Source: an optimization exercise on an open RTL-to-GDS flow (aim: small area, a short achievable clock period and few clock cycles per item). Production flows keep margins and buffers that such runs may drop.
At most, simulation tests tie the RTL to the original design; equivalence was not proved.
Power figures rest on the tool's default switching activity, not on a simulated workload.

==> flow/design.v (excerpt) <==
module rdm_responder (
    input  wire        clk,
    input  wire        rst,            
    input  wire [47:0] own_uid,        
    input  wire        rx_valid,
    input  wire [7:0]  rx_data,
    input  wire        rx_last,
    output reg         rx_ready,
    output reg         tx_valid,
    output reg  [7:0]  tx_data,
    output reg         tx_last,
    output reg         tx_break,
    input  wire        tx_ready,
    output reg         mute_line,
    output reg         mute_evt,
    output reg         identify_line,
    output reg         identify_evt
);
Settings: LEC_CHECK=0, CAP_MARGIN=20, CORE_MARGIN=2, CORE_UTILIZATION=70, CTS_CLUSTER_DIAMETER=80, CTS_CLUSTER_SIZE=30, PLACE_DENSITY=0.85, SLEW_MARGIN=20; clock period 10.0 ns.
standard.sh (not shown) runs the stock make flow with config.mk's settings and CLKGATE_MAP_FILE= SYNTH_SCRIPT=/design/flow/synth_recipe.tcl, a recipe that flattens the netlist after the stock synthesis.
==> flow/flow/run.sh <==
#!/bin/bash
# Standard layout (the standard.sh, unchanged), with timing repair asked
# for SETUP_SLACK_MARGIN ns of extra setup slack at the design's own clock,
# and the port buffers made with the plain buf_1 cell.
set -euo pipefail
cd "$(dirname "$0")/.."
export SETUP_SLACK_MARGIN=7.0
export BUFFER_PORTS_ARGS="-buffer_cell sky130_fd_sc_hd__buf_1"
bash standard.sh finish > flow_make.log 2>&1
The baseline finished clean.
Rerun with:
--- a/flow/design.v
+++ b/flow/design.v
@@ -230,28 +230,18 @@
             3'd1: own_tx_n = own_uid[39:32];
             3'd2: own_tx_n = own_uid[31:24];
             3'd3: own_tx_n = own_uid[23:16];
             3'd4: own_tx_n = own_uid[15:8];
             default: own_tx_n = own_uid[7:0];
         endcase
     end
     wire [7:0]  tap31   = bank ? ring1[255:248] : ring0[255:248];
-    wire [7:0]  tap23   = bank ? ring1[191:184] : ring0[191:184];
     wire [7:0]  tap15   = bank ? ring1[127:120] : ring0[127:120];
-    wire [7:0]  tap7    = bank ? ring1[63:56]   : ring0[63:56];
-    reg  [7:0]  lab_b;
-    always @* begin
-        case (dd[4:3])
-            2'd0: lab_b = tap31;
-            2'd1: lab_b = tap7;
-            2'd2: lab_b = tap15;
-            default: lab_b = tap23;
-        endcase
-    end
+    wire [7:0]  lab_b   = dd[4] ? tap15 : tap31;
     reg  [7:0]  pd_b;
     always @* begin
         pd_b = 8'h00;
         case (r_pd)
             PD_TWO:   pd_b = idx[0] ? {4'd0, r_rc[1] & r_rc[0], r_rc[1] & ~r_rc[0], 1'b0, |r_rc} : 8'h00;
             PD_SUPP:  case (idx[2:0])
                           3'd1: pd_b = 8'h80;     
                           3'd3: pd_b = 8'h81;     
@@ -443,32 +433,32 @@
             r_nack  <= d_nack;
             r_pd    <= d_pd;
             r_rc    <= d_rc;
             r_end   <= d_end;
             tL      <= 8'h00;
             tH      <= 6'd0;
             tc      <= 1'b0;
             dd      <= dd_s;
-            r_al    <= (dd_s[2:0] == 3'd0);
+            r_al    <= (dd_s[3:0] == 4'd0);
         end else begin
             if (ld) begin
                 idx     <= idx_i;
                 hi_done <= r_std & at_end;
                 if (idx == 6'd23) lpd <= r_std & (r_pd == PD_LABEL) & (r_end != 6'd24);
                 else if (idx_i == r_end) lpd <= 1'b0;
                 if (add_p) begin
                     tL <= lsum[7:0];
                     tH <= tHc;
                     tc <= lsum[8];
                 end
             end else
             begin
                 dd   <= dd + 5'd1;
-                r_al <= (dd[2:0] == 3'd7);
+                r_al <= (dd[3:0] == 4'd15);
             end
         end
         if (ld) ob_tx <= own_tx_n;
         if (start)
             lead <= c ? (m_l ? 6'd1 : lead_s1) : lead_s0;
         else if (c & m_l)
             lead <= ld ? idx_i : idx;
         else if (ld & ~c)
Effect:
- The changed run ran to the end with no violations
- total power is lower by about 3.4%
- setup slack improved by 0.066 ns
- critical path depth is unchanged
- hold slack stays flat
- area after synthesis is lower by about 0.5%
- non-clock buffer count is lower by 15
- via count is lower by 1.3%
- design area is lower by about 1%
Testbench counts after the change, summed over its fixed seeds: cycles 39,462, requests 1,280.
Function not checked in the first run of this note: the RTL went through the layout flow alone.

## port drivers added, routing unchanged
The results above use ideal ports. As a check the final layouts listed here were re-extracted and re-timed, cells and wires unchanged. Step 1: set_driving_cell puts a clkbuf_16 on clk and a buf_2 on each other input, an assumption about the parent block. Step 2 adds t to the input delays and takes it off the output delays; t is the mean of the earliest and latest rising clock arrival at the registers after step 1. Input paths then give back, and output paths get back, about the clock's delay inside the block. a / b / c = no drivers / after step 1 / after step 2; a / b = the first two.
run	shift t [ns]	setup slack, ns	worst hold slack (ns)	clock arrival spread, ns	pins driven straight from the clock port
the first run	0.647	6.848 / 6.792 / 6.663	0.321 / 0.321 / 0.321	0.025 / 0.024	1
the second run	0.633	6.914 / 6.856 / 6.571	0.322 / 0.322 / 0.322	0.036 / 0.036	1
After both steps setup and hold are still met in every run listed. The setup slack of the second run, which loses most, moves by -0.058 ns with the drivers and by -0.343 ns with both steps.
